What follows belongs to an exercise in optimizing a design on an open flow for small area and few clock cycles; a production flow would make more cautious choices. The RTL was checked by simulation tests, not by an equivalence proof against the original design. Power and IR drop assume default switching activity.

==> design/flow/design.v <==
module bms_frame_byte (
    input  wire [2:0]  seg,        
    input  wire [2:0]  ch,         
    input  wire        half,       
    input  wire        soi_sel,
    input  wire [7:0]  addr,
    input  wire [7:0]  cid2,
    input  wire        has_info,
    input  wire [15:0] info,
    input  wire        len_dbl,
    input  wire        chk_dbl,
    input  wire [15:0] csum,
    output reg  [7:0]  byte_out,
    output wire        dbl
);
    function [7:0] hexchar;
        input [3:0] n;
        hexchar = (n < 4'd10) ? (8'h30 + {4'd0, n}) : (8'h37 + {4'd0, n});
    endfunction
    function [3:0] nib4;
        input [15:0] v;
        input [1:0]  k;
        case (k)
            2'd0: nib4 = v[15:12];
            2'd1: nib4 = v[11:8];
            2'd2: nib4 = v[7:4];
            default: nib4 = v[3:0];
        endcase
    endfunction
    localparam [15:0] LENGTH_VAL = 16'hE002;
    reg [3:0] nib;
    always @(*) begin
        case (seg)
            3'd1: case (ch)
                3'd0, 3'd1: nib = 4'h2;
                3'd2: nib = addr[7:4];
                3'd3: nib = addr[3:0];
                3'd4: nib = 4'h4;
                3'd5: nib = 4'h6;
                3'd6: nib = cid2[7:4];
                default: nib = cid2[3:0];
            endcase
            3'd2: nib = has_info ? nib4(LENGTH_VAL, ch[1:0]) : 4'h0;
            3'd3: nib = nib4(info, ch[1:0]);
            default: nib = nib4(csum, ch[1:0]);
        endcase
    end
    assign dbl = ((seg == 3'd2) && has_info && len_dbl) ||
                 ((seg == 3'd3) && len_dbl) ||
                 ((seg == 3'd4) && chk_dbl);
    wire [7:0] chr = hexchar(nib);
    always @(*) begin
        if (seg == 3'd0)
            byte_out = soi_sel ? 8'h7E : 8'h3E;
        else if (seg == 3'd5)
            byte_out = 8'h0D;
        else if (dbl)
            byte_out = half ? hexchar(chr[3:0]) : hexchar(chr[7:4]);
        else
            byte_out = chr;
    end
endmodule
module bms_codec (
    input  wire        clk,
    input  wire        rst,
    input  wire        req_valid,
    output wire        req_ready,
    input  wire [31:0] req_word,
    input  wire        din_valid,
    output wire        din_ready,
    input  wire [7:0]  din_byte,
    output wire        rsp_valid,
    output wire [3:0]  rsp_status,
    output wire [31:0] rsp_value,
    output wire        rsd_valid,
    output wire [7:0]  rsd_byte,
    output wire        tx_valid,
    output wire [7:0]  tx_byte,
    output wire        rxf_valid,
    output wire [7:0]  rxf_byte
);
    localparam [7:0] PROTO_VER    = 8'h22;
    localparam [7:0] CID2_TIME    = 8'h4D;
    localparam [7:0] CID2_PVER    = 8'h4F;
    localparam [7:0] CID2_DADDR   = 8'h50;
    localparam [7:0] CID2_MANUF   = 8'h51;
    localparam [7:0] CID2_ANALOG0 = 8'h42;
    localparam [7:0] CID2_ANALOG1 = 8'h43;
    localparam [15:0] ANALOG_INFO = 16'h00FF;
    localparam [2:0] ST_OK        = 3'h0;
    localparam [2:0] ST_LEN_OVF   = 3'h1;
    localparam [2:0] ST_ZERO_CHK  = 3'h3;
    localparam [2:0] ST_MALFORMED = 3'h4;
    localparam [2:0] ST_BAD_VER   = 3'h5;
    localparam [2:0] ST_ILLEGAL   = 3'h6;
    localparam [2:0] ST_CAP_FAULT = 3'h7;
    localparam [3:0] K_LCHK = 4'd8;     
    localparam [3:0] K_CFGR = 4'd9;     
    localparam [3:0] K_PCHK = 4'd10;    
    localparam [3:0] K_ENC  = 4'd11;    
    localparam [3:0] K_RXF  = 4'd12;    
    localparam [3:0] K_PEEK = 4'd13;    
    localparam [1:0] M_DRAIN = 2'd0;
    localparam [1:0] M_PCHK  = 2'd1;
    localparam [1:0] M_PUSH  = 2'd2;
    localparam integer LSW = 3;
    localparam integer LSR = 2;
    reg  [7:0]  cfg_addr;
    reg         cfg_soi_sel;
    reg         cfg_len_dbl;
    reg         cfg_chk_dbl;
    reg         fault;
    reg  [511:0] ring;
    reg  [5:0]  rd;
    reg  [6:0]  rx_len;
    reg         rx_b0ok;      
    reg         rx_b1ok;      
    reg         rx_last0d;    
    reg  [3:0]  q_v;
    reg  [3:0]  q_kind [0:3];
    reg  [1:0]  q_rp, q_wp;
    reg  [3:0]  lchk_val;
    reg  [6:0]  rxf_len;
    reg  [6:0]  peek_len;
    reg         ie_busy;
    reg  [1:0]  ie_mode;
    reg  [15:0] ie_cnt;
    reg  [1:0]  ie_slot;
    reg  [15:0] psum;         
    reg  [7:0]  enc_cid2;
    reg         enc_has_info;
    reg  [15:0] enc_info;
    reg  [5:0]  o_idx;
    reg  [2:0]  o_seg;
    reg  [2:0]  o_ch;
    reg         o_half;
    reg  [10:0] o_sum;        
    wire [1:0] h      = q_rp;
    wire [3:0] h_kind = q_kind[h];
    wire       h_go   = q_v[h] && !(ie_busy && ie_slot == h);
    reg pend_enc, pend_cfgrd, pend_pchk, pend_lchk, pend_peek, pend_rxf;
    integer i;
    always @(*) begin
        pend_enc = 1'b0; pend_cfgrd = 1'b0; pend_pchk = 1'b0;
        pend_lchk = 1'b0; pend_peek = 1'b0; pend_rxf = 1'b0;
        for (i = 0; i < 4; i = i + 1) begin
            if (q_v[i] && q_kind[i] == K_ENC)  pend_enc  = 1'b1;
            if (q_v[i] && q_kind[i] == K_CFGR) pend_cfgrd = 1'b1;
            if (q_v[i] && q_kind[i] == K_PCHK) pend_pchk = 1'b1;
            if (q_v[i] && q_kind[i] == K_LCHK) pend_lchk = 1'b1;
            if (q_v[i] && q_kind[i] == K_PEEK) pend_peek = 1'b1;
            if (q_v[i] && q_kind[i] == K_RXF)  pend_rxf  = 1'b1;
        end
        pend_cfgrd = pend_cfgrd || pend_enc;
    end
    wire h_rxf = q_v[h] && (h_kind == K_RXF);
    wire [6:0] len_w  = rx_len + 7'd1;
    wire       b0_w   = (rx_len == 7'd0) ? (din_byte == 8'h3E || din_byte == 8'h7E) : rx_b0ok;
    wire       b1_w   = (rx_len == 7'd1) ? (din_byte == PROTO_VER) : rx_b1ok;
    wire       last_w = (din_byte == 8'h0D);
    function [2:0] vstat;
        input [6:0] len;
        input b0, b1, last;
        if (len < 7'd3 || !b0)  vstat = ST_MALFORMED;
        else if (!b1)           vstat = ST_BAD_VER;
        else if (!last)         vstat = ST_MALFORMED;
        else                    vstat = ST_OK;
    endfunction
    wire [2:0] st_w      = vstat(len_w, b0_w, b1_w, last_w);
    wire       deliver_w = (st_w == ST_OK);
    wire       cnt_one   = (ie_cnt == 16'd1);
    wire wr_ok = !(pend_rxf && (!h_rxf || rx_len[5:0] > o_idx || (cnt_one && deliver_w)));
    wire       rebase = (rx_len == 7'd0) && !pend_rxf;
    wire [5:0] wdel   = rd + 6'd1 - rx_len[5:0];         
    wire [5:0] wdel1  = wdel - 6'd1;
    wire       w_al   = rebase || (wdel1[LSW-1:0] == 0);
    wire [5:0] wport  = rebase ? 6'd1 : wdel;
    assign din_ready = ie_busy && (ie_mode != M_PUSH || (wr_ok && w_al));
    wire din_fire = din_valid && din_ready;
    wire ie_last  = din_fire && cnt_one;
    wire wr       = din_fire && (ie_mode == M_PUSH);
    wire [6:0] rx_len1  = !wr ? rx_len : (ie_last && deliver_w) ? 7'd0 : len_w;
    wire       b0_1     = wr ? b0_w   : rx_b0ok;
    wire       b1_1     = wr ? b1_w   : rx_b1ok;
    wire       last_1   = wr ? last_w : rx_last0d;
    wire       rxf_1    = pend_rxf || (wr && ie_last && deliver_w);
    wire [3:0]  op   = req_word[31:28];
    wire [15:0] n16  = req_word[15:0];
    wire        has_data = (op == 4'h6) || (op == 4'h7);
    wire        n_zero   = (n16 == 16'd0);
    reg legal;
    always @(*) begin
        case (op)
            4'h1: legal = (req_word[27:11] == 17'd0);
            4'h2: legal = (req_word[27:0] == 28'd0);
            4'h3: legal = req_word[24] ? (req_word[27:25] == 3'd0)
                                       : (req_word[27:24] == 4'd0 && req_word[15:0] == 16'd0);
            4'h4: legal = (req_word[27:4] == 24'd0) && (req_word[3:0] <= 4'h5);
            4'h5: legal = (req_word[27:16] == 12'd0);
            4'h6: legal = (req_word[27:16] == 12'd0);
            4'h7: legal = (req_word[27:16] == 12'd0);
            4'h8: legal = (req_word[27:0] == 28'd0);
            default: legal = 1'b0;
        endcase
    end
    reg  [7:0]  cmd_cid2;
    always @(*) begin
        case (req_word[2:0])
            3'd0: cmd_cid2 = CID2_TIME;
            3'd1: cmd_cid2 = CID2_PVER;
            3'd2: cmd_cid2 = CID2_DADDR;
            3'd3: cmd_cid2 = CID2_MANUF;
            3'd4: cmd_cid2 = CID2_ANALOG0;
            default: cmd_cid2 = CID2_ANALOG1;
        endcase
    end
    wire cmd_has_info = (req_word[2:0] == 3'd4) || (req_word[2:0] == 3'd5);
    wire [5:0] lsum = {2'd0, n16[11:8]} + {2'd0, n16[7:4]} + {2'd0, n16[3:0]};
    wire [3:0] lchk = (~lsum[3:0]) + 4'd1;
    wire       ovf    = (n16[15:7] != 9'd0) || ({1'b0, rx_len1} + {1'b0, n16[6:0]} > 8'd64);
    wire [2:0] st_0   = vstat(rx_len1, b0_1, b1_1, last_1);
    wire stall = ((op == 4'h1) && pend_cfgrd) ||
                 ((op == 4'h3 || op == 4'h4) && pend_enc) ||
                 ((op == 4'h5) && pend_lchk) ||
                 ((op == 4'h6) && pend_pchk) ||
                 ((op == 4'h7) && n_zero && rxf_1) ||
                 ((op == 4'h8) && pend_peek);
    wire ie_free = !ie_busy || ie_last;
    assign req_ready = ie_free && !q_v[q_wp] && !stall;
    wire req_fire = req_valid && req_ready;
    wire [7:0] enc_byte;
    wire       enc_dbl;
    bms_frame_byte u_frame (
        .seg      (o_seg),
        .ch       (o_ch),
        .half     (o_half),
        .soi_sel  (cfg_soi_sel),
        .addr     (cfg_addr),
        .cid2     (enc_cid2),
        .has_info (enc_has_info),
        .info     (enc_info),
        .len_dbl  (cfg_len_dbl),
        .chk_dbl  (cfg_chk_dbl),
        .csum     ({5'b11111, o_sum}),
        .byte_out (enc_byte),
        .dbl      (enc_dbl)
    );
    wire [5:0] flen = 6'd18 + (enc_has_info ? (cfg_len_dbl ? 6'd12 : 6'd4) : 6'd0)
                            + (cfg_chk_dbl ? 6'd4 : 6'd0);
    wire is_enc  = (h_kind == K_ENC);
    wire is_rxf  = (h_kind == K_RXF);
    wire is_peek = (h_kind == K_PEEK);
    wire [6:0] b_len = is_peek ? peek_len : rxf_len;
    wire buf_last  = ({1'b0, o_idx} + 7'd1 == b_len);
    wire buf_empty = (peek_len == 7'd0);
    wire [5:0] rdel = rd - o_idx;                         
    wire       r_al = (rdel[LSR-1:0] == 0);
    wire [7:0] buf_byte = ring[{rdel[5:LSR], {LSR{1'b0}}}*8 +: 8];
    assign tx_valid  = h_go && is_enc;
    assign rxf_valid = h_go && is_rxf && r_al;
    assign rsd_valid = h_go && is_peek && !buf_empty && r_al;
    assign rsp_valid = h_go && (is_enc  ? (o_seg == 3'd5) :
                                is_rxf  ? (r_al && buf_last) :
                                is_peek ? (buf_empty || (r_al && buf_last)) : 1'b1);
    assign tx_byte  = enc_byte;
    assign rxf_byte = buf_byte;
    assign rsd_byte = buf_byte;
    reg [2:0]  r_st;
    reg [15:0] r_val;
    always @(*) begin
        r_st  = h_kind[3] ? ST_OK : h_kind[2:0];
        r_val = 16'd0;
        case (h_kind)
            K_LCHK: r_val = {12'd0, lchk_val};
            K_CFGR: r_val = {5'd0, cfg_chk_dbl, cfg_len_dbl, cfg_soi_sel, cfg_addr};
            K_PCHK: begin r_st = (psum == 16'd0) ? ST_ZERO_CHK : ST_OK; r_val = psum; end
            K_ENC:  r_val = {10'd0, flen};
            K_RXF:  r_val = 16'd1;
            K_PEEK: r_val = {9'd0, peek_len};
            default: ;
        endcase
    end
    assign rsp_status = {1'b0, r_st};
    assign rsp_value  = {16'd0, r_val};
    wire [2:0] seg_lastch = (o_seg == 3'd1) ? 3'd7 : (o_seg == 3'd0 || o_seg == 3'd5) ? 3'd0 : 3'd3;
    integer j;
    always @(posedge clk) begin
        for (j = 0; j < 64; j = j + 1) begin
            if (((j - 1) % (1 << LSW)) == 0 && wr && wport == j)
                ring[8*j +: 8] <= din_byte;
            else
                ring[8*j +: 8] <= ring[8*((j + 63) % 64) +: 8];
        end
    end
    always @(posedge clk) begin
        if (rst)
            rd <= 6'd0;
        else if (wr && rebase)
            rd <= 6'd1;
        else
            rd <= rd + 6'd1;
    end
    always @(posedge clk) begin
        if (rst) begin
            cfg_addr    <= 8'h01;
            cfg_soi_sel <= 1'b0;
            cfg_len_dbl <= 1'b0;
            cfg_chk_dbl <= 1'b0;
            fault       <= 1'b0;
            rx_len      <= 7'd0;
            q_v         <= 4'd0;
            q_rp        <= 2'd0;
            q_wp        <= 2'd0;
            ie_busy     <= 1'b0;
            o_idx       <= 6'd0;
            o_seg       <= 3'd0;
            o_ch        <= 3'd0;
            o_half      <= 1'b0;
        end else begin
            if (din_fire) begin
                ie_cnt <= ie_cnt - 16'd1;
                if (ie_mode == M_PCHK)
                    psum <= psum - {8'd0, din_byte};
                if (wr) begin
                    rx_len    <= rx_len1;
                    rx_b0ok   <= b0_w;
                    rx_b1ok   <= b1_w;
                    rx_last0d <= last_w;
                end
                if (cnt_one) begin
                    ie_busy <= 1'b0;
                    if (ie_mode == M_PUSH) begin
                        q_kind[ie_slot] <= deliver_w ? K_RXF : {1'b0, st_w};
                        if (deliver_w)
                            rxf_len <= len_w;
                    end
                end
            end
            if (req_fire) begin
                q_v[q_wp]    <= 1'b1;
                q_kind[q_wp] <= {1'b0, ST_OK};
                q_wp         <= q_wp + 2'd1;
                ie_slot      <= q_wp;
                ie_cnt       <= n16;
                ie_mode      <= M_DRAIN;
                if (fault || !legal) begin
                    q_kind[q_wp] <= {1'b0, fault ? ST_CAP_FAULT : ST_ILLEGAL};
                    if (has_data && !n_zero)
                        ie_busy <= 1'b1;
                end else begin
                    case (op)
                    4'h1: begin  
                        cfg_addr    <= req_word[7:0];
                        cfg_soi_sel <= req_word[8];
                        cfg_len_dbl <= req_word[9];
                        cfg_chk_dbl <= req_word[10];
                    end
                    4'h2: q_kind[q_wp] <= K_CFGR;
                    4'h3: begin  
                        q_kind[q_wp] <= K_ENC;
                        enc_cid2     <= req_word[23:16];
                        enc_has_info <= req_word[24];
                        enc_info     <= req_word[15:0];
                    end
                    4'h4: begin  
                        q_kind[q_wp] <= K_ENC;
                        enc_cid2     <= cmd_cid2;
                        enc_has_info <= cmd_has_info;
                        enc_info     <= ANALOG_INFO;
                    end
                    4'h5: begin  
                        if (n16[15:12] != 4'd0) begin
                            q_kind[q_wp] <= {1'b0, ST_LEN_OVF};
                        end else begin
                            q_kind[q_wp] <= K_LCHK;
                            lchk_val     <= lchk;
                        end
                    end
                    4'h6: begin  
                        if (n_zero) begin
                            q_kind[q_wp] <= {1'b0, ST_ZERO_CHK};
                        end else begin
                            q_kind[q_wp] <= K_PCHK;
                            ie_busy      <= 1'b1;
                            ie_mode      <= M_PCHK;
                            psum         <= 16'd0;
                        end
                    end
                    4'h7: begin  
                        if (ovf) begin
                            fault        <= 1'b1;
                            q_kind[q_wp] <= {1'b0, ST_CAP_FAULT};
                            if (!n_zero)
                                ie_busy <= 1'b1;
                        end else if (!n_zero) begin
                            ie_busy <= 1'b1;
                            ie_mode <= M_PUSH;
                        end else if (rx_len1 != 7'd0) begin
                            if (st_0 == ST_OK) begin
                                q_kind[q_wp] <= K_RXF;
                                rxf_len      <= rx_len1;
                                rx_len       <= 7'd0;
                            end else begin
                                q_kind[q_wp] <= {1'b0, st_0};
                            end
                        end
                    end
                    default: begin  
                        q_kind[q_wp] <= K_PEEK;
                        peek_len     <= rx_len1;
                    end
                    endcase
                end
            end
            if (h_go) begin
                if (rsp_valid) begin
                    q_v[h] <= 1'b0;
                    q_rp   <= q_rp + 2'd1;
                    o_idx  <= 6'd0;
                end else if (!is_enc && r_al) begin
                    o_idx  <= o_idx + 6'd1;
                end
                if (is_enc) begin
                    if (o_seg == 3'd0)
                        o_sum <= 11'd0;
                    else if (o_seg != 3'd4 && o_seg != 3'd5)
                        o_sum <= o_sum - {3'd0, enc_byte};
                    if (enc_dbl && !o_half) begin
                        o_half <= 1'b1;
                    end else begin
                        o_half <= 1'b0;
                        if (o_ch == seg_lastch) begin
                            o_ch <= 3'd0;
                            case (o_seg)
                                3'd2:    o_seg <= enc_has_info ? 3'd3 : 3'd4;
                                3'd5:    o_seg <= 3'd0;
                                default: o_seg <= o_seg + 3'd1;
                            endcase
                        end else begin
                            o_ch <= o_ch + 3'd1;
                        end
                    end
                end
            end
        end
    end
endmodule
==> design/flow/run.sh <==
#!/bin/bash
# synth_recipe.tcl (not shown) runs the flow's synth.tcl, then flattens the netlist and writes it again
# the make line also repeats each setting of config.mk as NAME=value (left out here)
make -C /OpenROAD-flow-scripts/flow DESIGN_CONFIG=/design/flow/config.mk WORK_HOME=/design/flow/orfs CLKGATE_MAP_FILE= SYNTH_SCRIPT=/design/flow/synth_recipe.tcl finish
==> design/flow/config.mk <==
export PLATFORM = sky130hd
export DESIGN_NAME = bms_codec
export DESIGN_NICKNAME = bms_codec
export VERILOG_FILES = /design/flow/design.v
export SDC_FILE = /design/flow/constraint.sdc
export NUM_CORES = 4
export LEC_CHECK = 0
export CAP_MARGIN = 20
export CORE_MARGIN = 2
export CORE_UTILIZATION = 40
export CTS_BUF_LIST = sky130_fd_sc_hd__clkbuf_4 sky130_fd_sc_hd__clkbuf_8
export PLACE_DENSITY = 0.6
export SLEW_MARGIN = 20
==> design/flow/constraint.sdc <==
create_clock -name core_clock -period 6.5 [get_ports {clk}]
set_input_delay 1.3000 -clock core_clock [delete_from_list [all_inputs] [get_ports {clk}]]
set_output_delay 1.3000 -clock core_clock [all_outputs]
set_load 0.01 [all_outputs]
==> results_dict.tcl, run 1 <==
set metrics [dict create \
    ctsHoldBuffers 0 \
    worst_pin_slew_ns 1.085 \
    die_w_microns 245.7 \
    dp.final_hpwl_microns 38510 \
    rsz0062_at_grt "no" \
    status "complete, no violations" \
    grt_pass1_vias 15340 \
    crit_path_max_fanout 5 \
    r2r_start "rd[0]" \
    p_leak_nw 10.63 \
    holdWs_ns 0.3017 \
    min_from "ring[412]" \
    antenna_found_initial 1 \
    fin_crit_ns 6.046 \
    ys.flop_type "dfxtp_1" \
    cts_setup_buffers 0 \
    synth_top_area_cell "dfxtp_1" \
    hp-class "reg -> reg" \
    cts_tree "done" \
    worstPathArrival_ns 6.48 \
    port-buffer-count 91 \
    synth_area_leaders "dfxtp_1 48%, edfxtp_1 14%, mux4_2 4.4%" \
    overflow 0 \
    route.detailed.drc 0 \
    placedCellCount 2804 \
    insertion_delay_ns 0.73 \
    setup_violations 0 \
    cp_top_family "compound AO/OA/AOI/OAI gates" \
    crit_path_cell_trace "ha_1 > inv_1 > fa_1 > xor2_1 > nand3b_1 > o31ai_1 > nand2_1 > nor3b_1 > o21ai_0 > nand2_1 > nand2_1 > ha_1 > a211oi_1 > o21ai_0 > a221o_1 > a21bo_2 > a22oi_1 > nor2_1 > buf_4 > a31oi_1 > a21oi_1 > nor4b_2 > buf_4 > a22oi_1" \
    drt-met1-wl_microns 25110 \
    wl_met2_microns 25370 \
    wl_per_cell_microns 18.61 \
    clockRootBuffer "clkbuf_8" \
    critPathRequiredTime_ns 6.93 \
    synth_warnings 2 \
    mappedNetlistArea_sq_mm 0.02336 \
    relSlewSlack_pct 27.38 \
    period_share_pct 93.02 \
    core-area_sq_mm 0.05770 \
    synth_cell_types 82 \
    async_flop_share_pct 0 \
    ioPinCount 110 \
    drive_gt1_share_pct 15.11 \
    routed_wl_microns 55740 \
    avgSynthCellArea_sq_um 11.91 \
    dpl_worst_slack_ns -0.06629 \
    maxSlewViolCount 0 \
    rows 88 \
    grt_usage_pct 18.71 \
    start_kind "register" \
    cp_slowest_cell "nor3b_1" \
    fmax_mhz 165.4 \
    cts_buffer_depth 3 \
    finClkSkew_ns 0.04724 \
    mostFrequentLayoutCells "561 x dfxtp_1, 159 x nand2_1, 140 x nor2_1, 132 x clkbuf_8, 109 x edfxtp_1" \
    drt_iter0_drc 1204 \
    post_cts_resized 0 \
    yosysTopAreaCellShare_pct 48.07 \
    synth_seq_area_share_pct 62.08 \
    vias 15150 \
    power_mw 9.152 \
    setup_tns_ns 0 \
    path_class "reg -> reg" \
    max-cap-violations 0 \
    final_nets 2267 \
    synth_edf_count 109 \
    clock_sinks 670 \
    numCtsBuffers 102 \
    gp_congestion 0.8876 \
    die_area_sq_mm 0.06036 \
    worst_path_largest_cell_delay_ns 0.54 \
    power_density_mw_per_mm2 330.3 \
    worst_slack_ns 0.4539 \
    dr.pass1.iters 8 \
    initial_core_util_pct 40.49 \
    htreeDepth 3 \
    via_per_inst 5.058 \
    crit_top_cell "nand2_1" \
    diodes 0 \
    yosys_register_bits 670 \
    critical_path_buf_inv_count 3 \
    grt_max_degree 39 \
    antenna_left 0 \
    area_growth_syn_to_layout_pct 18.60 \
    max-vdd-ir-drop_uv 222.7 \
    hold_viol_final 0 \
    final_common_cell "dfxtp_1" \
    critPathLaunch "rd[0]" \
    clk_pin_slew_worst_paths_ns 0.06 \
    stdcell_count 2995 \
    top_layer_used "met5" \
    grt_first_pass_wirelength_microns 87160 \
    crit_path_end_kind "register" \
    routed-wl-met3_microns 3722 \
    syn_inst 1961 \
    fp.dieH_microns 245.7 \
]
[cell type report]
type / instances / area (sq um)
multi-input cells: 1146 / 8270
flip-flops and latches: 670 / 14500
repair buffers: 142 / 1306
clock buffers: 160 / 2027
clock inverters: 31 / 339.1
well taps: 765 / 957.2
fillers: 5157 / 29990
inverters: 81 / 304.0
[routing by layer]
metal / up-vias / track usage, %
met1: 7261 / 24.83
met4: 2 / 6.578
met3: 110 / 4.671
li1: 7297 / -
met5: - / 0
met2: 479 / 29.69
[power by group]
group          total (mW)  switching [mW]  internal (mW)
Sequential           4.37          0.0746           4.29
Clock                3.86            1.68           2.18
Combinational       0.925           0.542          0.383
[registers in the layout (all words and copies together) (netlist names), 3 cells and up, named ones only]
register	flops
cfg_addr	8
q_kind	16
o_sum	11
psum	16
enc_info	16
rx_len	7
q_v	4
rd	6
lchk_val	4
ring	512
o_seg	3
o_ch	3
peek_len	7
ie_cnt	16
o_idx	6
rxf_len	7
enc_cid2	8
[stage by stage]
step / utilization (%) / cell area [sq um]
detailed placement: 43.92 / 25340
floorplan: - / 23430
global route: 48.02 / 27710
CTS: 48.02 / 27710
global placement: 43.92 / 25340
finish: 48.02 / 27710
[synth_stat cells (all sizes together) (8+ instances only)]
library cell / count
a31oi: 10
o31ai: 12
nor3: 39
mux2i: 30
nand4: 15
a211oi: 12
a222oi: 11
clkbuf: 42
xnor2: 49
nor4b: 8
nand3: 34
a22oi: 13
dfxtp: 561
mux2: 22
nor2: 142
mux4: 46
buf: 39
o22ai: 10
fa: 9
o21ai: 106
inv: 81
xor2: 20
or2: 8
nand3b: 11
and2: 27
ha: 71
nor2b: 24
edfxtp: 109
a22o: 10
nand2: 159
a21oi: 78
a21o: 13
or3: 16
nor4: 13
nand2b: 23
and3: 9
[final timing paths]
path	end	slack, ns	depth (start not counted)
hold / removal	ring[420]	0.30	0
setup reg to reg	q_kind[3][0]	0.45	24
setup / recovery	q_kind[3][0]	0.45	24
hold reg to reg	ring[420]	0.30	0
[kinds of logic (layout without fill, tap and decap cells)]
group	count (synthesis)	after routing	share of synthesized area [%]
adders and majority gates	80	80	4.574
DFF	670	670	62.08
muxes	98	98	6.780
xor gates and xnor gates	69	69	2.587
buffers and inverters	162	414	3.106
and+or+nand+nor	557	557	12.02
AOI/OAI and AO/OA	324	324	8.831
other	1	18	0.01605
Testbench counts, summed over its fixed seeds: cycles 22,536.
==> run 2, diff against run 1 <==
--- a/design/flow/config.mk
+++ b/design/flow/config.mk
@@ -7,2 +7,3 @@
 export LEC_CHECK = 0
+export ABC_AREA = 1
 export CAP_MARGIN = 20
@@ -10,3 +11,2 @@
 export CORE_UTILIZATION = 40
-export CTS_BUF_LIST = sky130_fd_sc_hd__clkbuf_4 sky130_fd_sc_hd__clkbuf_8
 export PLACE_DENSITY = 0.6
==> run 2 against run 1 <==
- still clean
- first-iteration DRC count shrank 9.1%
- die area grew 1.8%
- global-route usage grew 0.58 points
- register-to-register slack gained 0.79 ns
- maximum frequency grew 2.8%
- critical path type is now in -> out
- critical endpoint is now req_ready
- highest routed layer is now met4
==> results_dict.tcl, run 2 <==
set metrics [dict create \
    routed-wl-met3_microns 3094 \
    power_density_mw_per_mm2 409.1 \
    worst_pin_slew_ns 1.011 \
    hold_viol_final 0 \
    r2r_cells 26 \
    setup_tns_ns 0 \
    yosys-top-cells-count "561 x dfxtp_1, 436 x nand2_1, 279 x inv_1" \
    grt_pass1_vias 16100 \
    ioPinCount 110 \
    yosysTopAreaCellShare_pct 47.19 \
    r2r_slack_ns 1.24 \
    synth_area_leaders "dfxtp_1 47%, edfxtp_1 14%, nand2_1 6.9%" \
    area_growth_syn_to_layout_pct 16.55 \
    ctsHoldBuffers 0 \
    rows 89 \
    synth_top_area_cell "dfxtp_1" \
    numCtsBuffers 68 \
    synth_edf_count 109 \
    setup_violations 0 \
    final_common_cell "dfxtp_1" \
    yosys_register_bits 670 \
    cts_tree "done" \
    grt_usage_pct 19.30 \
    regMostFlops "ring" \
    clock_sinks 670 \
    stdcell_count 3397 \
    placedCellCount 3276 \
    regArea_sq_mm 0.01450 \
    port-buffer-count 91 \
    fin_crit_ns 5.882 \
    synth_cell_types 64 \
    cts_setup_buffers 0 \
    ys.flop_type "dfxtp_1" \
    worst_slack_ns 0.6176 \
    min_from "ring[183]" \
    fp.dieH_microns 247.9 \
    antenna_left 0 \
    max-cap-violations 0 \
    yosys.cell_count.top_type "dfxtp_1" \
    route.detailed.drc 0 \
    wl_met2_microns 26440 \
    fillers 5545 \
    overflow 0 \
    final_nets 2698 \
    mappedNetlistArea_sq_mm 0.02380 \
    mostFrequentLayoutCells "561 x dfxtp_1, 435 x nand2_1, 279 x inv_1, 180 x o21ai_0, 177 x nor2_1" \
    htreeDepth 3 \
    worstPathArrival_ns 4.58 \
    relSlewSlack_pct 32.62 \
    async_flop_share_pct 0 \
    dpl_worst_slack_ns 0.2334 \
    min_path_cells 0 \
    syn_inst 2452 \
    dp.final_hpwl_microns 42860 \
    clockRootBuffer "clkbuf_16" \
    drt_iter0_drc 1095 \
    gp_congestion 0.9180 \
    rsz0062_at_grt "no" \
    place_area_sq_mm 0.02552 \
    p_leak_nw 11.62 \
    start_kind "input port" \
    wl_per_cell_microns 17.43 \
    post_cts_resized 0 \
    maxSlewViolCount 0 \
    multi_input_area_sq_mm 0.007844 \
    insertion_delay_ns 0.60 \
    drt-met1-wl_microns 27550 \
    synth_warnings 2 \
    synth_seq_area_share_pct 60.94 \
    status "complete, no violations" \
    design_area_sq_mm 0.02774 \
    cts_buffer_depth 3 \
    hold_path_end "ring[191]" \
    avgSynthCellArea_sq_um 9.706 \
    crit_path_max_fanout 11 \
    rr_endpoint "o_sum[10]" \
    crit_path_end_kind "output pin" \
    r2r_start "o_ch[0]" \
    grt_first_pass_wirelength_microns 90930 \
    via_per_inst 4.949 \
    final_util_pct 47.09 \
    holdWs_ns 0.3126 \
    top_layer_used "met4" \
    fmax_mhz 170.0 \
    vias 16810 \
    die_w_microns 247.9 \
    clk_pin_slew_worst_paths_ns 0.06 \
    power_mw 11.35 \
    critPathRequiredTime_ns 5.20 \
    max-vdd-ir-drop_uv 824.6 \
    initial_core_util_pct 40.40 \
    core-area_sq_mm 0.05891 \
    period_share_pct 90.50 \
    dr.pass1.iters 5 \
    hp-class "reg -> reg" \
    largest_register_ffs 512 \
    antenna_found_initial 0 \
    routed_wl_microns 59210 \
    die_area_sq_mm 0.06147 \
    path_class "in -> out" \
    finClkSkew_ns 0.01898 \
    drive_gt1_share_pct 8.082 \
    grt_max_degree 97 \
]
-- run 2: cell count changes after synthesis, sizes merged, moves of 46 or more --
cell	change
a21oi	+63
inv	+221
mux4	-46
nand2	+283
nor2	+47
o211ai	+56
o21ai	+93
-- run 2: cell families (layout without fill, tap and decap cells) --
group / after synthesis / after routing / share of synthesized area [%]
fa+ha+maj: 80 / 80 / 4.490
simple gates: 796 / 796 / 14.35
flops: 670 / 670 / 60.94
xor+xnor: 45 / 45 / 1.656
other cells: 1 / 19 / 0.01576
mux: 17 / 17 / 0.8043
compound gates: 462 / 462 / 11.21
buf+inv: 381 / 535 / 6.534
-- run 2: worst max path at each step --
stage	startpoint	endpoint	slack (ns)	cells past startpoint
after floorplan	din_byte[0]	enc_cid2[0]	1.31	19
after global placement	din_byte[4]	q_kind[0][2]	0.30	30
after detailed placement	din_byte[4]	q_kind[1][2]	0.23	30
after CTS	rd[0]	rxf_byte[4]	0.49	11
after global routing	din_byte[4]	q_kind[1][2]	0.23	30
final	din_byte[4]	req_ready	0.62	19
-- run 2: layer usage --
metal	GRT usage (%)	vias to the layer above
met3	3.601	132
met2	30.33	465
met4	7.555	0
met5	0	-
li1	-	8312
met1	26.27	7902
-- run 2: final cells by class --
cell class	count	share of cell area (%)
Sequential cell	670	52.28
Multi-Input combinational cell	1418	28.28
Clock buffer	94	6.856
Inverter	303	4.100
Timing Repair Buffer	113	3.951
Tap cell	773	3.487
Clock inverter	25	1.037
Antenna cell	1	0.009021
-- run 2: where the power goes --
part	leakage (nW)	switching, mW	total [mW]	internal, mW
clock network	1.08	1.61	3.81	2.20
registers	5.57	0.100	4.43	4.33
logic	4.98	1.86	3.11	1.25
total	11.6	3.57	11.3	7.78
-- run 2: critical path, stage by stage --
cell and delay, ns:
clkdlybuf4s50_1 0.51, inv_2 0.21, nand2_1 0.07, nor2_1 0.10, nand2_1 0.13, nand2_1 0.09, nand2_1 0.09, nor2_1 0.18
nand4_2 0.20, nand2_1 0.16, nand2_1 0.06, nand2_1 0.09, nand2_1 0.11, nand4_1 0.12, buf_4 0.19, nand2_1 0.09
nand2_2 0.12, and2_1 0.21, clkdlybuf4s50_1 0.56
==> run 3, diff against run 2 <==
--- a/design/flow/config.mk
+++ b/design/flow/config.mk
@@ -7,3 +7,2 @@
 export LEC_CHECK = 0
-export ABC_AREA = 1
 export CAP_MARGIN = 20
@@ -11,2 +10,4 @@
 export CORE_UTILIZATION = 40
+export CTS_CLUSTER_DIAMETER = 80
+export CTS_CLUSTER_SIZE = 30
 export PLACE_DENSITY = 0.6
==> run 3 against run 2 <==
- design area shrank 4.9%
- via count shrank 13%
- maximum frequency fell by 2.2%
- critical path type is now in -> reg
- critical endpoint is now q_kind[0][0]
- still clean
==> results_dict.tcl, run 3 <==
set metrics [dict create \
    initial_core_util_pct 40.49 \
    holdWs_ns 0.3211 \
    p_leak_nw 9.886 \
    diodes 0 \
    relSlewSlack_pct 30.63 \
    antenna_left 0 \
    syn_inst 1961 \
    max-cap-violations 0 \
    vias 14610 \
    rsz0062_at_grt "no" \
    async_flop_share_pct 0 \
    antenna_found_initial 0 \
    die_w_microns 245.7 \
    worstPathArrival_ns 6.31 \
    critPathRequiredTime_ns 6.80 \
    placedCellCount 2804 \
    power_density_mw_per_mm2 291.1 \
    fillers 5280 \
    synth_cell_types 82 \
    dr.pass1.iters 6 \
    max-vdd-ir-drop_uv 328.7 \
    synth_warnings 2 \
    fin_crit_ns 6.012 \
    cts_tree "done" \
    min_from "ring[204]" \
    area_growth_syn_to_layout_pct 12.96 \
    mostFrequentLayoutCells "561 x dfxtp_1, 159 x nand2_1, 140 x nor2_1, 109 x edfxtp_1, 99 x o21ai_0" \
    setup_tns_ns 0 \
    grt_first_pass_wirelength_microns 83650 \
    grt_usage_pct 17.90 \
    largest_register_ffs 512 \
    regMostFlops "ring" \
    route.detailed.drc 0 \
    stdcell_count 2852 \
    worst_pin_slew_ns 1.033 \
    hp-class "reg -> reg" \
    clk_pin_slew_worst_paths_ns 0.10 \
    yosys-top-cells-count "561 x dfxtp_1, 159 x nand2_1, 140 x nor2_1" \
    setup_violations 0 \
    grt_max_degree 39 \
    via_per_inst 5.124 \
    design_area_sq_mm 0.02639 \
    grt_pass1_vias 14480 \
    crit_path_end_kind "register" \
    fmax_mhz 166.3 \
    fp.dieH_microns 245.7 \
    r2r_start "rd[0]" \
    port-buffer-count 91 \
    hold_path_end "ring[212]" \
    place_area_sq_mm 0.02534 \
    r2r_slack_ns 0.52 \
    synth_area_leaders "dfxtp_1 48%, edfxtp_1 14%, mux4_2 4.4%" \
    power_mw 7.681 \
    rows 88 \
    yosys_register_bits 670 \
    insertion_delay_ns 0.59 \
    clockRootBuffer "clkbuf_16" \
    synth_top_area_cell "dfxtp_1" \
    final_common_cell "dfxtp_1" \
    ys.flop_type "dfxtp_1" \
    synth_seq_area_share_pct 62.08 \
    final_nets 2199 \
    cts_buffer_depth 3 \
    path_class "in -> reg" \
    numCtsBuffers 34 \
    core-area_sq_mm 0.05770 \
    rr_endpoint "q_kind[0][0]" \
    dpl_worst_slack_ns -0.06629 \
    hold_viol_final 0 \
    htreeDepth 2 \
    start_kind "input port" \
    wl_per_cell_microns 18.84 \
    min_path_cells 0 \
    overflow 0 \
    mappedNetlistArea_sq_mm 0.02336 \
    dp.final_hpwl_microns 38510 \
    clock_sinks 670 \
    r2r_cells 22 \
    yosys.cell_count.top_type "dfxtp_1" \
    worst_slack_ns 0.4883 \
    maxSlewViolCount 0 \
    drive_gt1_share_pct 9.439 \
    synth_edf_count 109 \
    routed_wl_microns 53740 \
    ioPinCount 110 \
    die_area_sq_mm 0.06036 \
    status "complete, no violations" \
    crit_path_max_fanout 6 \
    final_util_pct 45.74 \
    yosysTopAreaCellShare_pct 48.07 \
    finClkSkew_ns 0.05455 \
    period_share_pct 92.49 \
    drt_iter0_drc 1218 \
    avgSynthCellArea_sq_um 11.91 \
    gp_congestion 0.8876 \
]
-- run 3: cell types whose count changed in the layout (fill, tap and decap cells not counted), sizes merged, moves of 29 or more --
cell / previous run / this run
nand2: 442 / 159
inv: 306 / 87
o21ai: 199 / 106
a21oi: 141 / 78
clkbuf: 94 / 37
o211ai: 60 / 4
nor2: 189 / 142
mux4: 0 / 46
xnor2: 12 / 49
nand3: 68 / 34
mux2i: 0 / 30
buf: 22 / 51
-- run 3: logic make-up after synthesis --
group	synth area share (%)
DFF	62.08
and+or+nand+nor	12.02
AOI/OAI and AO/OA	8.831
buffers and inverters	3.106
muxes	6.780
adders and majority gates	4.574
xor gates and xnor gates	2.587
other	0.01605
-- run 3: per-layer routing --
layer | routed length (microns) | vias to the layer above | GRT usage, %
met5 | 0 | - | 0
met4 | 1448 | 0 | 5.882
met3 | 3458 | 72 | 3.296
met2 | 24300 | 415 | 28.47
met1 | 24530 | 7025 | 24.62
li1 | - | 7101 | -
-- run 3: report_power, final --
| part | switching [mW] | internal, mW |
|---|---|---|
| Combinational | 0.539 | 0.383 |
| Clock | 1.37 | 1.03 |
| Sequential | 0.0740 | 4.29 |
| Total | 1.98 | 5.70 |
-- run 3: how the worst max path moves through the flow --
stage / from / to / slack, ns
floorplan: req_word[7] / enc_cid2[0] / 0.79
CTS: din_byte[0] / q_kind[1][0] / 0.54
finish: din_byte[0] / q_kind[0][0] / 0.49
global placement: din_byte[0] / q_kind[0][0] / 0.04
detailed placement: din_byte[0] / q_kind[2][0] / -0.07
global route: rd[0] / q_kind[0][0] / 0.05
-- run 3: worst max-delay path, cell delays in order --
cell	delay [ns]
clkdlybuf4s50_1	0.59
nor4bb_1	0.42
nand4_1	0.29
mux2i_1	0.21
buf_4	0.16
and4b_1	0.25
or3_1	0.14
o21ai_0	0.15
ha_1	0.27
fa_1	0.40
a211o_1	0.29
a21o_1	0.16
a221oi_1	0.37
a32o_1	0.18
a22oi_1	0.12
buf_4	0.17
a21oi_1	0.14
a31o_2	0.12
a21oi_1	0.07
nor4b_2	0.27
buf_4	0.17
a22oi_1	0.08
-- run 3: layout make-up --
class | count | area, sq um | area share [%]
flip-flops and latches | 670 | 14500 | 54.96
multi-input cells | 1146 | 8275 | 31.36
repair buffers | 142 | 1306 | 4.950
well taps | 765 | 957.2 | 3.627
clock buffers | 37 | 883.3 | 3.347
inverters | 81 | 304.0 | 1.152
clock inverters | 11 | 160.2 | 0.6069
-- run 3: what timing repair did --
item	in CTS	in global routing
endpoints found under the setup margin	0	1
setup buffers	0	0
resized for setup	0	1
hold buffers	0	0
==> run 4, diff against run 3 <==
--- a/design/flow/config.mk
+++ b/design/flow/config.mk
@@ -10,4 +10,4 @@
 export CORE_UTILIZATION = 40
-export CTS_CLUSTER_DIAMETER = 80
-export CTS_CLUSTER_SIZE = 30
+export CTS_CLUSTER_DIAMETER = 90
+export CTS_CLUSTER_SIZE = 36
 export PLACE_DENSITY = 0.6
==> run 4 against run 3 <==
- still clean
- wire length shrank 0.85%
- clock power decreased by 7%
- setup slack gained 0.047 ns
- sequential power hardly changed
- synthesized cell count stayed put
- critical endpoint is now q_kind[3][0]
- largest power group unchanged
- highest routed layer unchanged
==> results_dict.tcl, run 4 <==
set metrics [dict create \
    wl_per_cell_microns 18.71 \
    power_density_mw_per_mm2 286.2 \
    synth_edf_count 109 \
    synth_fa_ha_area_share_pct 4.574 \
    port-buffer-count 91 \
    fmax_mhz 167.7 \
    core-area_sq_mm 0.05770 \
    clockRootBuffer "clkbuf_16" \
    antenna_found_initial 0 \
    grt_pass1_vias 14420 \
    async_flop_share_pct 0 \
    yosys-top-cells-count "561 x dfxtp_1, 159 x nand2_1, 140 x nor2_1" \
    synth_seq_area_share_pct 62.08 \
    grt_first_pass_wirelength_microns 83060 \
    mappedNetlistArea_sq_mm 0.02336 \
    area_growth_syn_to_layout_pct 12.52 \
    antenna_left 0 \
    grt_max_degree 39 \
    synth_warnings 2 \
    die_w_microns 245.7 \
    placedCellCount 2804 \
    htreeDepth 1 \
    setup_violations 0 \
    gp_congestion 0.8876 \
    synth_top_area_cell "dfxtp_1" \
    r2r_slack_ns 0.54 \
    p_leak_nw 9.830 \
    worst_pin_slew_ns 1.047 \
    max-cap-violations 0 \
    drive_gt1_share_pct 9.265 \
    die_area_sq_mm 0.06036 \
    fillers 5288 \
    place_area_sq_mm 0.02534 \
    worstPathArrival_ns 6.31 \
    synth_simple_gate_area_share_pct 12.02 \
    yosysTopAreaCellShare_pct 48.07 \
    overflow 0 \
    yosys_register_bits 670 \
    synth_cell_types 82 \
    ioPinCount 110 \
    synth_xor_area_share_pct 2.587 \
    cts_buffer_depth 3 \
    final_nets 2194 \
    synth_area_leaders "dfxtp_1 48%, edfxtp_1 14%, mux4_2 4.4%" \
    cts_tree "done" \
    regMostFlops "ring" \
    cts_setup_buffers 0 \
    grt_usage_pct 17.65 \
    initial_core_util_pct 40.49 \
    drt_iter0_drc 1322 \
    ys.flop_type "dfxtp_1" \
    route.detailed.drc 0 \
    rsz0062_at_grt "no" \
    synth_top_family_by_area "simple AND/OR/NAND/NOR gates" \
    crit_path_max_fanout 5 \
    diodes 0 \
    synth_compound_area_share_pct 8.831 \
    design_area_sq_mm 0.02629 \
    hp-class "reg -> reg" \
    maxSlewViolCount 0 \
    path_class "reg -> reg" \
    syn_inst 1961 \
    clock_sinks 670 \
    final_common_cell "dfxtp_1" \
    clk_pin_slew_worst_paths_ns 0.12 \
    fp.dieH_microns 245.7 \
    stdcell_count 2848 \
    max-vdd-ir-drop_uv 353.6 \
    hold_viol_final 0 \
    via_per_inst 5.113 \
    fin_crit_ns 5.964 \
    vias 14560 \
    power_mw 7.523 \
    critPathRequiredTime_ns 6.84 \
    mostFrequentLayoutCells "561 x dfxtp_1, 159 x nand2_1, 140 x nor2_1, 109 x edfxtp_1, 99 x o21ai_0" \
    period_share_pct 91.76 \
    insertion_delay_ns 0.63 \
    routed_wl_microns 53280 \
    start_kind "register" \
    yosys.cell_count.top_type "dfxtp_1" \
    avgSynthCellArea_sq_um 11.91 \
    final_util_pct 45.56 \
    dp.final_hpwl_microns 38510 \
    relSlewSlack_pct 29.64 \
    rows 88 \
    numCtsBuffers 29 \
    dr.pass1.iters 8 \
    crit_path_end_kind "register" \
    finClkSkew_ns 0.04021 \
    status "complete, no violations" \
    synth_mux_area_share_pct 6.780 \
    largest_register_ffs 512 \
]
## run 4: cell counts after synthesis
No cell type changed its count.
## run 4: logic make-up after synthesis
group | count (synthesis)
AOI/OAI and AO/OA | 324
xor gates and xnor gates | 69
adders and majority gates | 80
buffers and inverters | 162
DFF | 670
muxes | 98
other | 1
and+or+nand+nor | 557
## run 4: what timing repair did
| action | 4_1_cts | 5_1_grt |
|---|---|---|
| hold buffers | 0 | 0 |
| setup endpoints to repair | 0 | 1 |
| gates resized for setup | 0 | 1 |
## run 4: worst max-delay path, cell delays in order, from the launching register on
cell	delay (ns)
dfxtp_1	0.37
ha_1	0.33
inv_1	0.08
fa_1	0.43
xor2_1	0.18
nand3b_1	0.23
o31ai_1	0.30
nand2_1	0.30
nor2_1	0.20
nand2_1	0.11
buf_4	0.15
a22oi_1	0.22
inv_1	0.13
ha_1	0.29
a211oi_1	0.36
o21ai_0	0.20
a221o_1	0.34
a21bo_2	0.21
a22oi_1	0.24
nor2_1	0.10
buf_4	0.15
a31oi_1	0.14
a21oi_1	0.11
nor4b_2	0.27
buf_4	0.16
a22oi_1	0.08
## run 4: report_power, final
part / leakage, nW / total [mW] / switching (mW) / internal, mW
Combinational: 3.85 / 0.922 / 0.540 / 0.383
Sequential: 5.52 / 4.36 / 0.0738 / 4.29
Clock: 0.451 / 2.24 / 1.35 / 0.887
## run 4: path summary, 6_finish.rpt
kind	from	to	cells after the start
max	rd[0]	q_kind[3][0]	25
min	ring[204]	ring[212]	0
max reg2reg	rd[0]	q_kind[3][0]	25
min reg2reg	ring[204]	ring[212]	0
## run 4: final cells by class
class | count | area, sq um | area share, %
Tap cell | 765 | 957.2 | 3.641
Inverter | 81 | 304.0 | 1.157
Clock inverter | 13 | 206.4 | 0.7854
Clock buffer | 31 | 733.2 | 2.789
Timing Repair Buffer | 142 | 1306 | 4.969
Multi-Input combinational cell | 1146 | 8275 | 31.48
Sequential cell | 670 | 14500 | 55.18
## run 4: layer usage
metal	vias up	global-route usage, %	share of wire, %
met5	-	0	0
met4	0	4.795	2.7
met3	73	2.990	6.1
met2	426	28.54	45
met1	6967	24.43	46
li1	7097	-	-
## run 4: through the flow
stage                     TNS (ns)  hold WS, ns  worst slack (ns)
after global placement           0       0.3097           0.04336
after detailed placement   -0.2472       0.3121          -0.06629
final                            0       0.2999            0.5357
after floorplan                  0       0.3096            0.7889
after global routing             0       0.2915           0.04355
after CTS                        0       0.2916            0.5267
==> run 5, diff against run 4 <==
--- a/design/flow/config.mk
+++ b/design/flow/config.mk
@@ -10,4 +10,2 @@
 export CORE_UTILIZATION = 40
-export CTS_CLUSTER_DIAMETER = 90
-export CTS_CLUSTER_SIZE = 36
 export PLACE_DENSITY = 0.6
==> run 5 against run 4 <==
- critical path type is now in -> reg
- clock skew down 0.022 ns
- critical path depth down 3
- die area unchanged
- first-iteration DRC count down 9.7%
- combinational power about the same
- utilization up 2.5 points
- worst hold slack better by 0.016 ns
- final cell count up 2.8%
- largest power group unchanged
- flip-flop and latch count unchanged
- largest cell class unchanged
==> results_dict.tcl, run 5 <==
set metrics [dict create \
    status "complete, no violations" \
    avgSynthCellArea_sq_um 11.91 \
    path_class "in -> reg" \
    htreeDepth 3 \
    critPathRequiredTime_ns 6.85 \
    rows 88 \
    hp-class "reg -> reg" \
    finClkSkew_ns 0.01869 \
    fillers 5143 \
    start_kind "input port" \
    via_per_inst 5.104 \
    hold_viol_final 0 \
    rsz0062_at_grt "no" \
    yosys.cell_count.top_type "dfxtp_1" \
    syn_inst 1961 \
    gp_congestion 0.8876 \
    p_int_mw 7.137 \
    worst_pin_slew_ns 1.098 \
    clockRootBuffer "clkbuf_16" \
    port-buffer-count 91 \
    vias 14950 \
    max-cap-violations 0 \
    synth_top_area_cell "dfxtp_1" \
    power_density_mw_per_mm2 338.2 \
    p_leak_nw 10.57 \
    clock_sinks 670 \
    setup_tns_ns 0 \
    placedCellCount 2804 \
    ctsHoldBuffers 0 \
    initial_core_util_pct 40.49 \
    worstPathArrival_ns 6.36 \
    dr.pass1.iters 6 \
    yosys_register_bits 670 \
    drive_gt1_share_pct 12.20 \
    grt_max_degree 39 \
    synth_area_leaders "dfxtp_1 48%, edfxtp_1 14%, mux4_2 4.4%" \
    place_area_sq_mm 0.02534 \
    synth_warnings 2 \
    antenna_left 0 \
    holdWs_ns 0.3158 \
    maxSlewViolCount 0 \
    period_share_pct 92.52 \
    final_nets 2233 \
    dp.final_hpwl_microns 38510 \
    synth_edf_count 109 \
    switching_power_mw 2.250 \
    crit_path_max_fanout 6 \
    p_comb_share_pct 9.8 \
    numCtsBuffers 68 \
    async_flop_share_pct 0 \
    grt_pass1_vias 14980 \
    route.detailed.drc 0 \
    relSlewSlack_pct 26.53 \
    seqPwrFrac_pct 46.5 \
    drt_iter0_drc 1194 \
    regArea_sq_mm 0.01450 \
    switching_share_pct 23.97 \
    grt_first_pass_wirelength_microns 85990 \
    regMostFlops "ring" \
    cts_setup_buffers 0 \
    die_area_sq_mm 0.06036 \
    stdcell_count 2929 \
    fin_crit_ns 6.014 \
    diodes 0 \
    post_cts_resized 0 \
    clk_pin_slew_worst_paths_ns 0.06 \
    mappedNetlistArea_sq_mm 0.02336 \
    fmax_mhz 166.3 \
    insertion_delay_ns 0.61 \
    yosysTopAreaCellShare_pct 48.07 \
    largest_register_ffs 512 \
    die_w_microns 245.7 \
    wl_per_cell_microns 18.81 \
    grt_usage_pct 18.49 \
    ys.flop_type "dfxtp_1" \
    overflow 0 \
    yosys-top-cells-count "561 x dfxtp_1, 159 x nand2_1, 140 x nor2_1" \
    final_common_cell "dfxtp_1" \
    crit_path_end_kind "register" \
    clockPowerShare_pct 43.6 \
    area_growth_syn_to_layout_pct 18.81 \
    antenna_found_initial 0 \
    ioPinCount 110 \
    routed_wl_microns 55110 \
    core-area_sq_mm 0.05770 \
    design_area_sq_mm 0.02776 \
    multi_input_area_sq_mm 0.008270 \
    synth_cell_types 82 \
    cts_buffer_depth 3 \
    max-vdd-ir-drop_uv 315.9 \
    synth_seq_area_share_pct 62.08 \
    setup_violations 0 \
    cts_tree "done" \
    fp.dieH_microns 245.7 \
    mostFrequentLayoutCells "561 x dfxtp_1, 159 x nand2_1, 140 x nor2_1, 109 x edfxtp_1, 99 x o21ai_0" \
]
## run 5: kinds of logic (layout without fill, tap and decap cells)
kind of cell	count (synthesis)	count (layout)	share of synthesized area, %
multiplexers	98	98	6.780
flip-flops	670	670	62.08
AO/OA/AOI/OAI	324	324	8.831
other	1	18	0.01605
XOR/XNOR	69	69	2.587
AND/OR/NAND/NOR	557	557	12.02
adder cells (fa/ha/maj)	80	80	4.574
buffers and inverters	162	348	3.106
## run 5: cell type report
class                   count  share of cell area [%]
clock inverters            32                   1.501
clock buffers              93                   7.199
multi-input cells        1146                   29.80
well taps                 765                   3.448
flip-flops and latches    670                   52.25
inverters                  81                   1.095
repair buffers            142                   4.706
## run 5: path summary, 6_finish.rpt
check	start	end	slack, ns	cells after the start
setup / recovery	din_byte[0]	q_kind[3][0]	0.49	22
hold / removal	ring[44]	ring[52]	0.32	0
setup reg to reg	rd[1]	q_kind[3][0]	0.50	24
hold reg to reg	ring[44]	ring[52]	0.32	0
## run 5: stage by stage
| stage | power (mW) | worst slack, ns | util [%] |
|---|---|---|---|
| floorplan | 5.015 | 0.7889 | - |
| global placement | 5.369 | 0.04336 | 43.92 |
| detailed placement | 5.382 | -0.06629 | 43.92 |
| CTS | 9.491 | 0.5827 | 48.11 |
| global route | 9.729 | 0.06797 | 48.11 |
| finish | 9.387 | 0.4860 | 48.11 |
## run 5: metal layers
layer  track usage (%)  vias to the layer above  part of all wire, %
met1             25.03                     7230                   46
met3             4.125                       96                  5.8
li1                  -                     7211                    -
met5                 0                        -                    0
met4             5.918                        0                  2.5
met2             29.41                      413                   46
## run 5: worst max-delay path, stage by stage
cell and delay (ns):
clkdlybuf4s50_1 0.59, nor4bb_1 0.42, nand4_1 0.31, mux2i_1 0.22, buf_4 0.16, and4b_1 0.25, or3_1 0.14, o21ai_0 0.15
ha_1 0.27, fa_1 0.40, a211o_1 0.29, a21o_1 0.16, a221oi_1 0.37, a32o_1 0.18, a22oi_1 0.12, buf_4 0.17
a21oi_1 0.14, a31o_2 0.12, a21oi_1 0.07, nor4b_2 0.27, buf_4 0.16, a22oi_1 0.08
## run 5: power groups by stage
stage	sequential, mW	combinational (mW)	clock (mW)
after floorplan	4.43	0.583	0
after global placement	4.45	0.914	0
after detailed placement	4.46	0.925	0
after CTS	4.37	0.930	4.20
after global routing	4.37	1.00	4.35
final	4.37	0.923	4.10
==> run 6, diff against run 5 <==
--- a/design/flow/config.mk
+++ b/design/flow/config.mk
@@ -9,4 +9,6 @@
 export CORE_MARGIN = 2
-export CORE_UTILIZATION = 40
-export PLACE_DENSITY = 0.6
+export CORE_UTILIZATION = 60
+export CTS_CLUSTER_DIAMETER = 80
+export CTS_CLUSTER_SIZE = 30
+export PLACE_DENSITY = 0.8
 export SLEW_MARGIN = 20
==> run 6 against run 5 <==
- still clean
- final cell count decreased by 12%
- synthesized cell count unchanged
- first-iteration DRC count increased by 23%
- critical path depth decreased by 2
- flip-flop and latch count unchanged
- non-clock buffer count decreased by 12
- sequential power about the same
- combinational power decreased by 2%
- register-to-register slack about the same
- die area decreased by 33%
- total power decreased by 21%
- critical path type unchanged
- critical endpoint is now q_kind[2][0]
==> results_dict.tcl, run 6 <==
set metrics [dict create \
    critPathRequiredTime_ns 6.86 \
    wl_met2_microns 25970 \
    setup_violations 0 \
    final_util_pct 67.01 \
    max-vdd-ir-drop_uv 239.9 \
    hold_viol_final 0 \
    avgSynthCellArea_sq_um 11.91 \
    wl_per_cell_microns 20.41 \
    worstPathArrival_ns 6.46 \
    ioPinCount 110 \
    place_area_sq_mm 0.02491 \
    core-area_sq_mm 0.03856 \
    routed_wl_microns 52760 \
    antenna_left 0 \
    port-buffer-count 91 \
    clockRootBuffer "clkbuf_16" \
    overflow 0 \
    p_comb_share_pct 12.1 \
    grt_first_pass_wirelength_microns 83420 \
    fin_crit_ns 6.097 \
    rsz0062_at_grt "no" \
    power_mw 7.454 \
    hp-class "reg -> reg" \
    design_area_sq_mm 0.02584 \
    power_density_mw_per_mm2 288.5 \
    maxSlewViolCount 0 \
    largest_register_ffs 512 \
    route.detailed.drc 0 \
    cts_tree "done" \
    critical_path_buf_inv_count 3 \
    cp_top_family "simple AND/OR/NAND/NOR gates" \
    grt_max_degree 44 \
    top_layer_used "met4" \
    ys.flop_type "dfxtp_1" \
    dp.final_hpwl_microns 36910 \
    crit_path_end_kind "register" \
    period_share_pct 93.80 \
    switching_share_pct 25.60 \
    initial_core_util_pct 60.59 \
    seqPwrFrac_pct 58.5 \
    status "complete, no violations" \
    finClkSkew_ns 0.02740 \
    syn_inst 1961 \
    grt_pass1_vias 14950 \
    p_int_mw 5.545 \
    clockPowerShare_pct 29.4 \
    fmax_mhz 164.0 \
    crit_path_max_fanout 8 \
    yosys.cell_count.top_type "dfxtp_1" \
    drt-met1-wl_microns 22290 \
    via_per_inst 5.805 \
    clock_sinks 670 \
    relSlewSlack_pct 33.06 \
    final_common_cell "dfxtp_1" \
    diodes 0 \
    start_kind "input port" \
    antenna_found_initial 1 \
    cts_setup_buffers 0 \
    p_leak_nw 9.751 \
    final_nets 2182 \
    yosys-top-cells-count "561 x dfxtp_1, 159 x nand2_1, 140 x nor2_1" \
    rows 72 \
    die_area_sq_mm 0.04053 \
    cp_slowest_cell "clkdlybuf4s50_1" \
    yosys_register_bits 670 \
    synth_edf_count 109 \
    routed-wl-met3_microns 3003 \
    vias 15010 \
    fp.dieH_microns 201.3 \
    synth_warnings 2 \
    dr.pass1.iters 6 \
    synth_seq_area_share_pct 62.08 \
    insertion_delay_ns 0.63 \
    placedCellCount 2544 \
    synth_area_leaders "dfxtp_1 48%, edfxtp_1 14%, mux4_2 4.4%" \
    mappedNetlistArea_sq_mm 0.02336 \
    max-cap-violations 0 \
    area_growth_syn_to_layout_pct 10.60 \
    async_flop_share_pct 0 \
    stdcell_count 2585 \
    gp_congestion 0.9008 \
    numCtsBuffers 29 \
    fillers 2850 \
    yosysTopAreaCellShare_pct 48.07 \
    grt_usage_pct 26.05 \
    synth_top_area_cell "dfxtp_1" \
    drt_iter0_drc 1474 \
    worst_path_largest_cell_delay_ns 0.57 \
    dpl_worst_slack_ns -0.2843 \
    worst_pin_slew_ns 0.9964 \
    cts_buffer_depth 3 \
    path_class "in -> reg" \
    switching_power_mw 1.908 \
    mostFrequentLayoutCells "561 x dfxtp_1, 159 x nand2_1, 140 x nor2_1, 109 x edfxtp_1, 99 x o21ai_0" \
    crit_path_cell_trace "clkdlybuf4s50_1 > nor4bb_2 > nand4_1 > mux2i_1 > and4b_1 > buf_4 > o21ai_0 > a22o_1 > ha_1 > o21ai_0 > or2_2 > a221o_1 > a21bo_2 > a22oi_2 > nor2_1 > buf_4 > a31oi_1 > a21oi_1 > nor4b_2 > a22oi_1" \
    synth_cell_types 82 \
    drive_gt1_share_pct 8.563 \
    worst_slack_ns 0.4027 \
    clk_pin_slew_worst_paths_ns 0.11 \
    htreeDepth 1 \
    regMostFlops "ring" \
    die_w_microns 201.3 \
]
## run 6: cell counts after synthesis
No cell type changed its count.
## run 6: layer usage
| metal | vias up | GRT usage, % |
|---|---|---|
| met3 | 98 | 3.045 |
| li1 | 7041 | - |
| met5 | - | 0 |
| met1 | 7321 | 34.90 |
| met4 | 0 | 6.723 |
| met2 | 546 | 45.23 |
## run 6: through the flow
stage,TNS (ns),hold slack (ns)
floorplan,0,0.3096
global placement,-0.1514,0.3099
detailed placement,-1.715,0.3121
CTS,0,0.3236
global route,0,0.3339
finish,0,0.3277
## run 6: power groups by stage
stage | registers, mW | clock network [mW] | logic [mW]
finish | 4.36 | 2.19 | 0.903
global placement | 4.45 | 0 | 0.867
floorplan | 4.43 | 0 | 0.583
CTS | 4.36 | 2.21 | 0.898
global route | 4.37 | 2.36 | 0.970
detailed placement | 4.46 | 0 | 0.892
## run 6: logic make-up after synthesis
group / Yosys count / share of synthesized area (%)
AOI/OAI and AO/OA: 324 / 8.831
xor gates and xnor gates: 69 / 2.587
adders and majority gates: 80 / 4.574
buffers and inverters: 162 / 3.106
DFF: 670 / 62.08
muxes: 98 / 6.780
other: 1 / 0.01605
and+or+nand+nor: 557 / 12.02
## run 6: repair_timing
| item | CTS | global route |
|---|---|---|
| hold buffers | 0 | 0 |
| resized for setup | 0 | 2 |
| setup endpoints to repair | 0 | 4 |
## run 6: path summary, 6_finish.rpt
check              startpoint  slack (ns)  depth (start not counted)           end
setup / recovery  din_byte[7]        0.40                         20  q_kind[2][0]
hold reg to reg      ring[53]        0.33                          0      ring[61]
hold / removal       ring[53]        0.33                          0      ring[61]
setup reg to reg        rd[0]        0.50                         23  q_kind[2][0]
## run 6: area by class of cell
class | count | area, sq um | share of cell area [%]
clock buffers | 31 | 754.5 | 2.920
well taps | 518 | 648.1 | 2.508
repair buffers | 130 | 1211 | 4.687
flip-flops and latches | 670 | 14500 | 56.13
clock inverters | 9 | 145.1 | 0.5617
inverters | 81 | 304.0 | 1.177
multi-input cells | 1146 | 8272 | 32.01
## run 6: worst reg2reg max path: cells and delay by family (launching register included)
| kind | cells | cell delay [ns] |
|---|---|---|
| AND/OR/NAND/NOR | 6 | 1.38 |
| buffers and inverters | 3 | 0.37 |
| XOR/XNOR | 1 | 0.17 |
| flip-flops | 1 | 0.38 |
| adder cells (fa/ha/maj) | 3 | 1.04 |
| AO/OA/AOI/OAI | 10 | 2.38 |
==> run 7, diff against run 6 <==
==> design/flow/flow/run.sh (new file) <==
#!/bin/bash
# Layout flow: the standard flow (the standard.sh, all steps) with two
# changes to how the layout is made:
#  - ports are buffered with the smallest buffer (sky130_fd_sc_hd__buf_1)
#    instead of the delay buffer the resizer picks by default;
#  - clock tree synthesis inserts no dummy loads.
# Each tool's full output stays in the ORFS logs under orfs/logs/; the
# output of standard.sh itself goes to standard.log in this folder.
set -e
export BUFFER_PORTS_ARGS="-buffer_cell sky130_fd_sc_hd__buf_1"
export CTS_ARGS="-sink_clustering_enable -repair_clock_nets -sink_clustering_size 30 -sink_clustering_max_diameter 80 -dont_use_dummy_load"
bash standard.sh > standard.log 2>&1
==> design/flow/standard.sh (new file) <==
#!/bin/bash
# synth_recipe.tcl (not shown) runs the flow's synth.tcl, then flattens the netlist and writes it again
# the make line also repeats each setting of config.mk as NAME=value (left out here)
make -C /OpenROAD-flow-scripts/flow DESIGN_CONFIG=/design/flow/config.mk WORK_HOME=/design/flow/orfs CLKGATE_MAP_FILE= SYNTH_SCRIPT=/design/flow/synth_recipe.tcl "${@:-finish}"
--- a/design/flow/config.mk
+++ b/design/flow/config.mk
@@ -9,6 +9,6 @@
 export CORE_MARGIN = 2
-export CORE_UTILIZATION = 60
+export CORE_UTILIZATION = 40
 export CTS_CLUSTER_DIAMETER = 80
 export CTS_CLUSTER_SIZE = 30
-export PLACE_DENSITY = 0.8
+export PLACE_DENSITY = 0.6
 export SLEW_MARGIN = 20
removed: design/flow/run.sh
==> run 7 against run 6 <==
- area after synthesis is the same
- synthesized cell count unchanged
- combinational power shrank 5.9%
- highest routed layer unchanged
==> results_dict.tcl, run 7 <==
set metrics [dict create \
    status "complete, no violations" \
    initial_core_util_pct 40.49 \
    insertion_delay_ns 0.58 \
    synth_area_leaders "dfxtp_1 48%, edfxtp_1 14%, mux4_2 4.4%" \
    die_w_microns 245.7 \
    drt_iter0_drc 1137 \
    ioPinCount 110 \
    ctsHoldBuffers 0 \
    route.detailed.drc 0 \
    crit_path_max_fanout 11 \
    hold_viol_final 0 \
    r2r_cells 20 \
    die_area_sq_mm 0.06036 \
    yosys_register_bits 670 \
    setup_violations 0 \
    grt_first_pass_wirelength_microns 83390 \
    clk_pin_slew_worst_paths_ns 0.10 \
    diodes 0 \
    fmax_mhz 164.6 \
    antenna_left 0 \
    synth_edf_count 109 \
    cp_slowest_cell "or3_1" \
    critPathRequiredTime_ns 6.74 \
    worst_pin_slew_ns 1.009 \
    cp.depth 20 \
    placedCellCount 2781 \
    core-area_sq_mm 0.05770 \
    power_density_mw_per_mm2 290.5 \
    grt_usage_pct 17.80 \
    vias 14450 \
    stdcell_count 2816 \
    regMostFlops "ring" \
    design_area_sq_mm 0.02548 \
    crit_path_cell_trace "ha_1 > inv_1 > fa_1 > xor2_1 > nand3b_1 > o31ai_1 > nand2_1 > or3_1 > o21ai_0 > ha_1 > fa_1 > or3_1 > a221oi_1 > a32o_1 > a22oi_2 > nor2_1 > nor4b_4 > buf_4 > o21ai_0 > and3_1" \
    max-cap-violations 0 \
    p_leak_nw 9.466 \
    ys.flop_type "dfxtp_1" \
    cts_tree "done" \
    mostFrequentLayoutCells "561 x dfxtp_1, 159 x nand2_1, 139 x nor2_1, 109 x edfxtp_1, 99 x o21ai_0" \
    cts_buffer_depth 3 \
    syn_inst 1961 \
    power_mw 7.403 \
    clock_sinks 670 \
    dr.pass1.iters 6 \
    via_per_inst 5.131 \
    start_kind "register" \
    worst_slack_ns 0.4254 \
    antenna_found_initial 0 \
    synth_seq_area_share_pct 62.08 \
    maxSlewViolCount 0 \
    path_class "reg -> reg" \
    critical_path_buf_inv_count 2 \
    clockRootBuffer "clkbuf_16" \
    gp_congestion 0.8787 \
    fp.dieH_microns 245.7 \
    numCtsBuffers 35 \
    grt_max_degree 36 \
    period_share_pct 93.45 \
    final_nets 2177 \
    synth_cell_types 82 \
    final_common_cell "dfxtp_1" \
    grt_pass1_vias 14460 \
    routed_wl_microns 53430 \
    relSlewSlack_pct 32.52 \
    cp_top_family "simple AND/OR/NAND/NOR gates" \
    yosysTopAreaCellShare_pct 48.07 \
    overflow 0 \
    yosys.cell_count.top_type "dfxtp_1" \
    wl_per_cell_microns 18.97 \
    min_path_cells 0 \
    worst_path_largest_cell_delay_ns 0.46 \
    synth_warnings 2 \
    finClkSkew_ns 0.1020 \
    rows 88 \
    port-buffer-count 91 \
    worstPathArrival_ns 6.32 \
    hp-class "reg -> reg" \
    rsz0062_at_grt "no" \
    yosys-top-cells-count "561 x dfxtp_1, 159 x nand2_1, 140 x nor2_1" \
    mappedNetlistArea_sq_mm 0.02336 \
    dpl_worst_slack_ns -0.07319 \
    synth_top_area_cell "dfxtp_1" \
    fin_crit_ns 6.075 \
    largest_register_ffs 512 \
    avgSynthCellArea_sq_um 11.91 \
    dp.final_hpwl_microns 37810 \
    htreeDepth 2 \
    max-vdd-ir-drop_uv 255.1 \
    area_growth_syn_to_layout_pct 9.067 \
    crit_path_end_kind "register" \
    async_flop_share_pct 0 \
    drive_gt1_share_pct 8.045 \
    place_area_sq_mm 0.02459 \
]
-- run 7: cell types whose count changed in the layout (fill, tap and decap cells not counted), moves of 2 or more --
| cell | delta |
|---|---|
| buf_1 | +90 |
| buf_4 | -10 |
| clkinv_16 | -2 |
| inv_16 | -3 |
| clkbuf_16 | +5 |
| clkdlybuf4s50_1 | -91 |
| inv_4 | -2 |
-- run 7: worst paths after layout --
kind	startpoint	endpoint	slack [ns]
worst min-delay path	ring[348]	ring[356]	0.22
worst max-delay path	rd[0]	rxf_len[2]	0.43
worst min register to register	ring[348]	ring[356]	0.22
worst max register to register	rd[0]	rxf_len[2]	0.43
-- run 7: routing by layer --
| layer | global-route usage (%) | wire length [microns] |
|---|---|---|
| met4 | 5.668 | 1489 |
| met2 | 28.63 | 24520 |
| met1 | 24.25 | 24330 |
| met5 | 0 | 0 |
| met3 | 3.296 | 3085 |
-- run 7: kinds of logic (layout without fill, tap and decap cells) --
kind of cell	after synthesis	after routing	synth area share [%]
other cells	1	18	0.01605
mux	98	98	6.780
xor+xnor	69	69	2.587
flops	670	670	62.08
fa+ha+maj	80	80	4.574
compound gates	324	324	8.831
simple gates	557	557	12.02
buf+inv	162	235	3.106
-- run 7: final cells by class --
| cell class | count | area, sq um |
|---|---|---|
| Fill cell | 5373 | 32210 |
| Sequential cell | 670 | 14500 |
| Multi-Input combinational cell | 1146 | 8287 |
| Tap cell | 765 | 957.2 |
| Clock buffer | 35 | 875.8 |
| Timing Repair Buffer | 119 | 553.0 |
| Inverter | 81 | 304.0 |
-- run 7: repair_timing --
item / 4_1_cts / 5_1_grt
resized for setup: 0 / 3
endpoints found under the setup margin: 0 / 4
buffers inserted: 0 / 0
endpoints found under the hold margin: 0 / 0
-- run 7: through the flow --
stage | TNS, ns | hold slack [ns] | util (%)
after global routing | 0 | 0.2143 | 44.16
final | 0 | 0.2192 | 44.16
after global placement | 0 | 0.3098 | 42.61
after CTS | 0 | 0.2189 | 44.13
after floorplan | 0 | 0.3096 | -
after detailed placement | -0.2721 | 0.3121 | 42.61
-- run 7: report_power, final --
part	total, mW	switching [mW]	internal [mW]
registers	4.36	0.0753	4.29
logic	0.850	0.532	0.318
clock network	2.19	1.22	0.965

Re-timed with assumed drivers on the ports (clkbuf_16 on the clock, buf_2 on other inputs), run 7 has 0.425 ns of setup slack against 0.425 ns with ideal ports, and -0.053 ns once port delays also move by the mid clock arrival of 0.594 ns.
